Source: an optimization exercise on an open RTL-to-GDS flow (aim: a short achievable clock period and few clock cycles). Production flows keep margins and buffers that such runs may drop.
In this exercise RTL edits were held to simulation tests only and were not proved equivalent to the original.
Power figures rest on the tool's default switching activity, not on a simulated workload.

[flow/design.v]
module reflsamp (
    input  wire        clk,
    input  wire        rst,
    input  wire        cmd_valid,
    output wire        cmd_ready,
    input  wire [2:0]  cmd_op,
    input  wire [4:0]  cmd_size,
    input  wire [4:0]  cmd_ff,
    input  wire [3:0]  cmd_strength,
    input  wire [31:0] cmd_shiftx,
    input  wire [31:0] cmd_shifty,
    input  wire [31:0] cmd_nbase,
    input  wire [31:0] cmd_ebase,
    input  wire [31:0] cmd_dbase,
    output reg         done,
    output reg  [1:0]  fault,
    output reg         mem_req_valid,
    input  wire        mem_req_ready,
    output reg         mem_req_we,
    output reg  [31:0] mem_req_addr,
    output reg  [31:0] mem_req_wdata,
    output reg  [3:0]  mem_req_wstrb,
    input  wire        mem_rsp_valid,
    input  wire [31:0] mem_rsp_rdata
);
    localparam OP_OPT32  = 3'd0;
    localparam OP_OPT16  = 3'd1;
    localparam OP_FILT32 = 3'd2;
    localparam OP_FILT16 = 3'd3;
    localparam OP_PACK   = 3'd4;
    localparam F_NONE    = 2'd0;
    localparam F_ILLEGAL = 2'd1;
    localparam F_PARAM   = 2'd2;
    localparam F_ALIGN   = 2'd3;
    localparam S_IDLE  = 3'd0;
    localparam S_NREQ  = 3'd1;    
    localparam S_NWAIT = 3'd2;    
    localparam S_EREQ  = 3'd3;    
    localparam S_EWAIT = 3'd4;    
    localparam S_WREQ  = 3'd5;    
    localparam S_DONE  = 3'd6;
    reg [2:0]  state;
    reg [2:0]  op;
    reg [4:0]  size;
    reg [4:0]  ff;
    reg [3:0]  strength;
    reg [31:0] shiftx;
    reg [31:0] shifty;
    reg [31:0] nbase;
    reg [31:0] ebase;
    reg [31:0] dbase;
    reg [31:0] pix;         
    reg [3:0]  lane;        
    reg        ychunk;      
    reg [31:0] ntex;        
    reg [31:0] etex;        
    reg [7:0]  xb [0:7];    
    reg [7:0]  yb [0:7];    
    assign cmd_ready = (state == S_IDLE);
    wire c_refl   = (cmd_op <= OP_FILT16);
    wire c_filt   = (cmd_op == OP_FILT32) || (cmd_op == OP_FILT16);
    wire c_t16    = (cmd_op == OP_OPT16) || (cmd_op == OP_FILT16);
    wire [5:0] c_n = {1'b0, cmd_size} + {1'b0, cmd_ff};
    wire c_illegal = (cmd_op > OP_PACK)
                  || ((cmd_op == OP_OPT32 || cmd_op == OP_OPT16) && cmd_ff != 5'd0)
                  || ((cmd_op == OP_PACK) && (cmd_ff != 5'd0 || cmd_strength != 4'd0));
    wire c_param = c_refl ? (cmd_size == 5'd0 || cmd_size > 5'd16 || cmd_strength > 4'd8
                             || (c_filt && c_n > 6'd16))
                          : (cmd_size < 5'd3 || cmd_size > 5'd16);
    wire c_align = (cmd_nbase[1:0] != 2'b00)
                || (c_refl && !c_t16 && (cmd_ebase[1:0] != 2'b00 || cmd_dbase[1:0] != 2'b00))
                || (c_refl &&  c_t16 && (cmd_ebase[0] != 1'b0 || cmd_dbase[0] != 1'b0))
                || (!c_refl && cmd_dbase[2:0] != 3'b000);
    wire [1:0] c_fault = c_illegal ? F_ILLEGAL :
                         c_param   ? F_PARAM   :
                         c_align   ? F_ALIGN   : F_NONE;
    wire        is_filt = (op == OP_FILT32) || (op == OP_FILT16);
    wire        is_t16  = (op == OP_OPT16) || (op == OP_FILT16);
    wire        is_pack = (op == OP_PACK);
    wire [4:0]  f       = is_filt ? ff : 5'd0;
    wire [4:0]  n       = size + f;                        
    wire [31:0] nmask   = (32'd1 << size) - 32'd1;         
    wire [32:0] npix    = 33'd1 << (2 * size);             
    wire        last_pix = ({1'b0, pix} == npix - 33'd1);
    wire [31:0] col     = pix & nmask;                     
    wire [31:0] row     = pix >> size;                     
    wire [3:0]  k       = 4'd8 - strength;
    wire signed [7:0] rdelta = $signed(ntex[7:0]  ^ 8'h80);
    wire signed [7:0] gdelta = $signed(ntex[15:8] ^ 8'h80);
    wire signed [7:0] dx     = rdelta >>> k;
    wire signed [7:0] dy     = gdelta >>> k;
    wire [31:0] dx32    = {{24{dx[7]}}, dx};
    wire [31:0] dy32    = {{24{dy[7]}}, dy};
    wire [31:0] xsum    = (col << f) + shiftx + (is_filt ? -dx32 : dx32);
    wire [31:0] ysum    = (row << f) + shifty - dy32;
    wire [31:0] wmask   = (32'd1 << n) - 32'd1;
    wire [31:0] xw      = xsum & wmask;
    wire [31:0] yw      = ysum & wmask;
    wire [31:0] eidx    = (yw << n) | xw;
    wire [31:0] eaddr   = is_t16 ? (ebase + (eidx << 1)) : (ebase + (eidx << 2));
    wire [31:0] daddr   = is_t16 ? (dbase + (pix  << 1)) : (dbase + (pix  << 2));
    wire [15:0] ehalf   = eaddr[1] ? etex[31:16] : etex[15:0];
    wire [31:0] paddr   = dbase + {pix[27:0], 4'b0000} + {28'd0, ychunk, lane[2:0]};
    wire [7:0]  pbyte   = ychunk ? yb[lane[2:0]] : xb[lane[2:0]];
    always @(*) begin
        mem_req_valid = 1'b0;
        mem_req_we    = 1'b0;
        mem_req_addr  = 32'd0;
        mem_req_wdata = 32'd0;
        mem_req_wstrb = 4'd0;
        case (state)
            S_NREQ: begin
                mem_req_valid = 1'b1;
                mem_req_addr  = is_pack ? (nbase + {pix[26:0], 5'b00000} + {27'd0, lane[2:0], 2'b00})
                                        : (nbase + (pix << 2));
            end
            S_EREQ: begin
                mem_req_valid = 1'b1;
                mem_req_addr  = {eaddr[31:2], 2'b00};
            end
            S_WREQ: begin
                mem_req_valid = 1'b1;
                mem_req_we    = 1'b1;
                if (is_pack) begin
                    mem_req_addr  = {paddr[31:2], 2'b00};
                    mem_req_wdata = {4{pbyte}};
                    mem_req_wstrb = 4'b0001 << paddr[1:0];
                end else if (is_t16) begin
                    mem_req_addr  = {daddr[31:2], 2'b00};
                    mem_req_wdata = {2{ehalf}};
                    mem_req_wstrb = daddr[1] ? 4'b1100 : 4'b0011;
                end else begin
                    mem_req_addr  = daddr;
                    mem_req_wdata = etex;
                    mem_req_wstrb = 4'b1111;
                end
            end
            default: ;
        endcase
    end
    wire [32:0] ngroups   = npix >> 3;
    wire        last_group = ({1'b0, pix} == ngroups - 33'd1);
    always @(posedge clk) begin
        if (rst) begin
            state <= S_IDLE;
            done  <= 1'b0;
            fault <= F_NONE;
        end else begin
            done <= 1'b0;
            case (state)
                S_IDLE: begin
                    if (cmd_valid) begin
                        op       <= cmd_op;
                        size     <= cmd_size;
                        ff       <= cmd_ff;
                        strength <= cmd_strength;
                        shiftx   <= cmd_shiftx;
                        shifty   <= cmd_shifty;
                        nbase    <= cmd_nbase;
                        ebase    <= cmd_ebase;
                        dbase    <= cmd_dbase;
                        pix      <= 32'd0;
                        lane     <= 4'd0;
                        ychunk   <= 1'b0;
                        fault    <= c_fault;
                        state    <= (c_fault == F_NONE) ? S_NREQ : S_DONE;
                    end
                end
                S_NREQ: begin
                    if (mem_req_ready)
                        state <= S_NWAIT;
                end
                S_NWAIT: begin
                    if (mem_rsp_valid) begin
                        if (is_pack) begin
                            xb[lane[2:0]] <= mem_rsp_rdata[7:0]  ^ 8'h80;
                            yb[lane[2:0]] <= mem_rsp_rdata[15:8] ^ 8'h80;
                            if (lane == 4'd7) begin
                                lane  <= 4'd0;
                                state <= S_WREQ;
                            end else begin
                                lane  <= lane + 4'd1;
                                state <= S_NREQ;
                            end
                        end else begin
                            ntex  <= mem_rsp_rdata;
                            state <= S_EREQ;
                        end
                    end
                end
                S_EREQ: begin
                    if (mem_req_ready)
                        state <= S_EWAIT;
                end
                S_EWAIT: begin
                    if (mem_rsp_valid) begin
                        etex  <= mem_rsp_rdata;
                        state <= S_WREQ;
                    end
                end
                S_WREQ: begin
                    if (mem_req_ready) begin
                        if (is_pack) begin
                            if (lane == 4'd7 && ychunk) begin
                                lane   <= 4'd0;
                                ychunk <= 1'b0;
                                pix    <= pix + 32'd1;
                                state  <= last_group ? S_DONE : S_NREQ;
                            end else if (lane == 4'd7) begin
                                lane   <= 4'd0;
                                ychunk <= 1'b1;
                            end else begin
                                lane   <= lane + 4'd1;
                            end
                        end else begin
                            pix   <= pix + 32'd1;
                            state <= last_pix ? S_DONE : S_NREQ;
                        end
                    end
                end
                S_DONE: begin
                    done  <= 1'b1;
                    state <= S_IDLE;
                end
                default: state <= S_IDLE;
            endcase
        end
    end
endmodule
[flow/run.sh]
#!/bin/bash
# synth_recipe.tcl (not shown) runs the flow's synth.tcl, then flattens the netlist and writes it again
# the make line also repeats each setting of config.mk as NAME=value (left out here)
make -C /OpenROAD-flow-scripts/flow DESIGN_CONFIG=/design/flow/config.mk WORK_HOME=/design/flow/orfs CLKGATE_MAP_FILE= SYNTH_SCRIPT=/design/flow/synth_recipe.tcl finish
[flow/config.mk]
export PLATFORM = sky130hd
export DESIGN_NAME = reflsamp
export DESIGN_NICKNAME = reflsamp
export VERILOG_FILES = /design/flow/design.v
export SDC_FILE = /design/flow/constraint.sdc
export NUM_CORES = 4
export LEC_CHECK = 0
export CAP_MARGIN = 20
export CORE_MARGIN = 2
export CORE_UTILIZATION = 40
export SLEW_MARGIN = 20
[flow/constraint.sdc]
create_clock -name core_clock -period 15.0 [get_ports {clk}]
set_input_delay 3.0000 -clock core_clock [delete_from_list [all_inputs] [get_ports {clk}]]
set_output_delay 3.0000 -clock core_clock [all_outputs]
set_load 0.01 [all_outputs]
==> run notes <==
[kinds of logic (layout without fill, tap and decap cells)]
family	Yosys count	count (layout)
AOI/OAI and AO/OA	1542	1542
xor gates and xnor gates	282	282
adders and majority gates	370	370
buffers and inverters	475	717
DFF	396	396
muxes	216	216
other	0	1
and+or+nand+nor	1442	1442
[cells in the final DEF (no fill, tap or decap), types with 17 or more instances in the layout]
| cell | netlist | layout |
|---|---|---|
| or3_1 | 33 | 33 |
| a21oi_1 | 396 | 396 |
| nor3b_1 | 18 | 17 |
| clkdlybuf4s50_1 | 0 | 285 |
| clkbuf_16 | 0 | 45 |
| nor3_1 | 92 | 88 |
| a31oi_1 | 90 | 90 |
| nand3_1 | 125 | 124 |
| a211oi_1 | 73 | 72 |
| a22oi_1 | 33 | 33 |
| nor4_1 | 17 | 17 |
| inv_1 | 205 | 204 |
| o211ai_1 | 64 | 64 |
| o21bai_1 | 31 | 31 |
| nor2_1 | 399 | 395 |
| nand4_1 | 50 | 50 |
| o221ai_1 | 17 | 17 |
| o21ai_0 | 308 | 308 |
| a21boi_0 | 17 | 17 |
| a2111oi_0 | 18 | 17 |
| o21a_1 | 46 | 46 |
| a311oi_1 | 17 | 17 |
| o22ai_1 | 52 | 52 |
| fa_1 | 70 | 70 |
| nor2b_1 | 33 | 31 |
| or2_2 | 17 | 17 |
| xnor2_1 | 166 | 165 |
| a21o_1 | 148 | 148 |
| and2_1 | 23 | 24 |
| ha_1 | 299 | 299 |
| nand2_1 | 479 | 477 |
| mux2i_1 | 85 | 85 |
| edfxtp_1 | 387 | 387 |
| and3_1 | 41 | 41 |
| mux4_2 | 82 | 82 |
| buf_4 | 5 | 138 |
| o31ai_1 | 30 | 30 |
| nand2b_1 | 64 | 63 |
| mux2_2 | 38 | 38 |
| xor2_1 | 111 | 110 |
[sequential cells by signal (all words and copies together), names as in the netlist, 16 cells and up, named ones only]
name / count
nbase: 32
ntex: 16
shiftx: 31
dbase: 32
yb: 64
pix: 32
ebase: 31
etex: 32
shifty: 31
xb: 64
[power groups by stage]
stage | combinational [uW] | sequential [uW] | clock, uW
floorplan | 4610 | 1450 | 0
global placement | 6770 | 1510 | 0
detailed placement | 6780 | 1510 | 0
CTS | 6830 | 1490 | 1180
global route | 7480 | 1500 | 1210
finish | 6930 | 1490 | 1150
[worst max-delay path: cells and delay by family (launching register included)]
| family | cells | cell delay [ns] |
|---|---|---|
| mux | 5 | 2.08 |
| xor+xnor | 1 | 0.16 |
| compound gates | 15 | 3.92 |
| fa+ha+maj | 3 | 1.35 |
| simple gates | 7 | 1.12 |
| flops | 1 | 0.64 |
| buf+inv | 4 | 1.39 |
[repair_timing]
item                                    in CTS  in global routing
gates resized for setup                      0                  5
setup buffers                                0                  4
endpoints found under the setup margin       0                  6
hold buffers                                 0                  0
[area by class of cell]
cell class	instances	share of cell area [%]
Antenna cell	1	0.00524
Clock buffer	51	2.41
Clock inverter	31	0.755
Inverter	211	1.66
Multi-Input combinational cell	3852	58.6
Sequential cell	396	24.7
Tap cell	1380	3.62
Timing Repair Buffer	424	8.19
[metal layers]
layer	vias to the layer above	part of all wire (%)	global-route usage, %
met5	-	0.075	0
met4	18	4.4	11.3
met2	1728	46	46.4
met3	340	7.9	4.66
met1	18800	42	37.9
li1	18200	-	-
[stage by stage]
stage	instance area [um2]	worst slack, ns	power (uW)	std cells
after floorplan	41600	3.23	6060	4723
after global placement	46200	1.21	8280	6259
after detailed placement	46200	1.15	8290	6259
after CTS	47700	0.441	9500	6341
after global routing	47700	0.0195	10200	6345
final	47700	0.645	9570	6346
[worst paths after layout]
check | startpoint | end | slack [ns]
worst min-delay path | fault[0]$_SDFFE_PP0P_ | fault[0]$_SDFFE_PP0P_ | 0.54
worst min register to register | fault[0]$_SDFFE_PP0P_ | fault[0]$_SDFFE_PP0P_ | 0.54
worst max register to register | size[0]$_DFFE_PP_ | state[1]$_SDFFE_PP0P_ | 10.01
worst max-delay path | size[0]$_DFFE_PP_ | mem_req_addr[25] | 0.64
[synth_stat cells, drive strengths merged (24+ instances only)]
cell type	n
nor2	400
ha	299
and2	24
xnor2	170
o21ai	318
and3	41
o21bai	31
xor2	112
nand2b	65
o31ai	30
a21o	148
buf	90
nor3	95
nand4	50
o21a	46
a22oi	33
a31oi	92
o22ai	52
or3	33
a21oi	399
mux2	40
a211oi	76
nand2	479
fa	70
edfxtp	387
clkbuf	174
o211ai	66
mux4	91
nor2b	33
inv	206
a2111oi	24
mux2i	85
nand3	126
==> flow_summary.json <==
{
  "setup_tns_ns": 0,
  "fin_hold_ws_ns": 0.538,
  "synth_flop_cell": "edfxtp_1",
  "hold_path.class": "flop to flop",
  "power_density_nw_per_um2": 200,
  "pwr-share-seq_pct": 15.6,
  "power_switching_uw": 4920,
  "antenna_left": 0,
  "ys_seq_area_share_pct": 28.4,
  "async_flop_share_pct": 0,
  "finalCriticalPeriod_ns": 14.36,
  "cap_viol_max_count": 0,
  "ir_worst_vdd_mv": 0.117,
  "hold_path_depth": 2,
  "yosys.area.top_type": "edfxtp_1",
  "syn_to_final_growth_pct": 14.7,
  "fin_skew_ns": 0.0388,
  "reg2regPathDepth": 15,
  "regArea_um2": 11800,
  "critPathMaxFanout": 19,
  "combPwrFrac_pct": 72.5,
  "synth_fp_nets": 5306,
  "rsz0062_at_grt": "false",
  "yosys.cell_types.count": 117,
  "worst_ep_arrival_time_ns": 11.36,
  "cp_slowest_stage_delay_ns": 0.64,
  "slew_violations": 0,
  "antenna_found_initial": 10,
  "cts_buffers": 45,
  "synthCells": 4723,
  "nNetsFinal": 5513,
  "cts_buffer_depth": 3,
  "grt-ovfl-total": 0,
  "cp-start-kind": "flop",
  "drt_iter0_markers": 3947,
  "clockRootBuffer": "clkbuf_16",
  "rows": 118,
  "clock_power_share_pct": 12.0,
  "synth_edf_count": 387,
  "drt_wl_total_um": 158000,
  "max_freq_mhz": 69.7,
  "synth-compound-area-share_pct": 24.3,
  "synth-adder-area-share_pct": 12.4,
  "swShare_pct": 51.5,
  "setup_viol": 0,
  "cpMaxStageDelayCell": "edfxtp_1",
  "syn_area_um2": 41600,
  "start_util_pct": 40.3,
  "vias": 39100,
  "synth_top_family_by_area": "compound AO/OA/AOI/OAI gates",
  "synth_xor_area_share_pct": 6.05,
  "leakagePower_uw": 0.0186,
  "fillers": 10100,
  "status": "finished clean",
  "max_slew_margin_pct": 28.5,
  "gp_congestion": 0.991,
  "yosys.area_share.simple_pct": 16.1,
  "wl_per_cell_um": 24.8,
  "clk_latency_ns": 0.66,
  "grt_pass1_vias": 36900,
  "ys_ff_latch": 396,
  "clk_pin_slew_worst_paths_ns": 0.06,
  "fp.coreArea_um2": 103000,
  "dp_hpwl_um": 122000,
  "cts_tree": "done",
  "postLayoutCoreUtil_pct": 46.2,
  "multiInputGateArea_um2": 28000,
  "synth_top_area_share_pct": 27.9,
  "critPathRequiredTime_ns": 12.00,
  "fp.dieH_um": 327,
  "vias_per_cell": 6.17,
  "firstDrtPassIters": 7,
  "fp.dieW_um": 327,
  "critPathKind": "flop to output pin",
  "pin_count": 288,
  "drc": 0,
  "synth_area_per_cell_um2": 8.81,
  "tightest_slew_ns": 1.06,
  "yosysWarnings": 1,
  "grt_max_degree": 70,
  "hold_violations": 0,
  "muxShareOfSynthArea_pct": 8.13,
  "die_area_um2": 107000,
  "drive_gt1_share_pct": 8.34,
  "cts.sinks": 396,
  "synthTopCellsByArea": "edfxtp_1 (28%), ha_1 (9.0%), a21oi_1 (4.8%), mux4_2 (4.4%), nand2_1 (4.3%)",
  "port_buffers": 285,
  "fin_crit_sh_pct": 95.7,
  "p_int_uw": 4640,
  "htreeDepth": 2,
  "end_kind": "output pin",
  "grt_pass1_wl_um": 234000,
  "grt_usage_pct": 28.5
}
Testbench counts, summed over its fixed seeds: cycles 327,176.

## what the ideal ports hide
The flow's constraints put no driver on any port. The routed layout listed below was extracted and timed again, unchanged, in two steps. Step 1 assumes that a clkbuf_16 drives the clock port and a buf_2 every other input. Step 2 times the ports against the registers' clock, not the clock port: input delays grow and output delays shrink by t, the midpoint of the rising clock arrivals with the driver on. a / b / c = no drivers / after step 1 / after step 2; a / b = the first two.
t (ns): 0.716
setup slack, ns: 0.645 / 0.572 / 1.288
worst setup path after step 2: register to output
worst data-port slew with drivers (ns): 0.07
After both steps this run still meets setup and hold. The setup slack of this run moves by -0.073 ns with the drivers and by +0.643 ns with both steps.
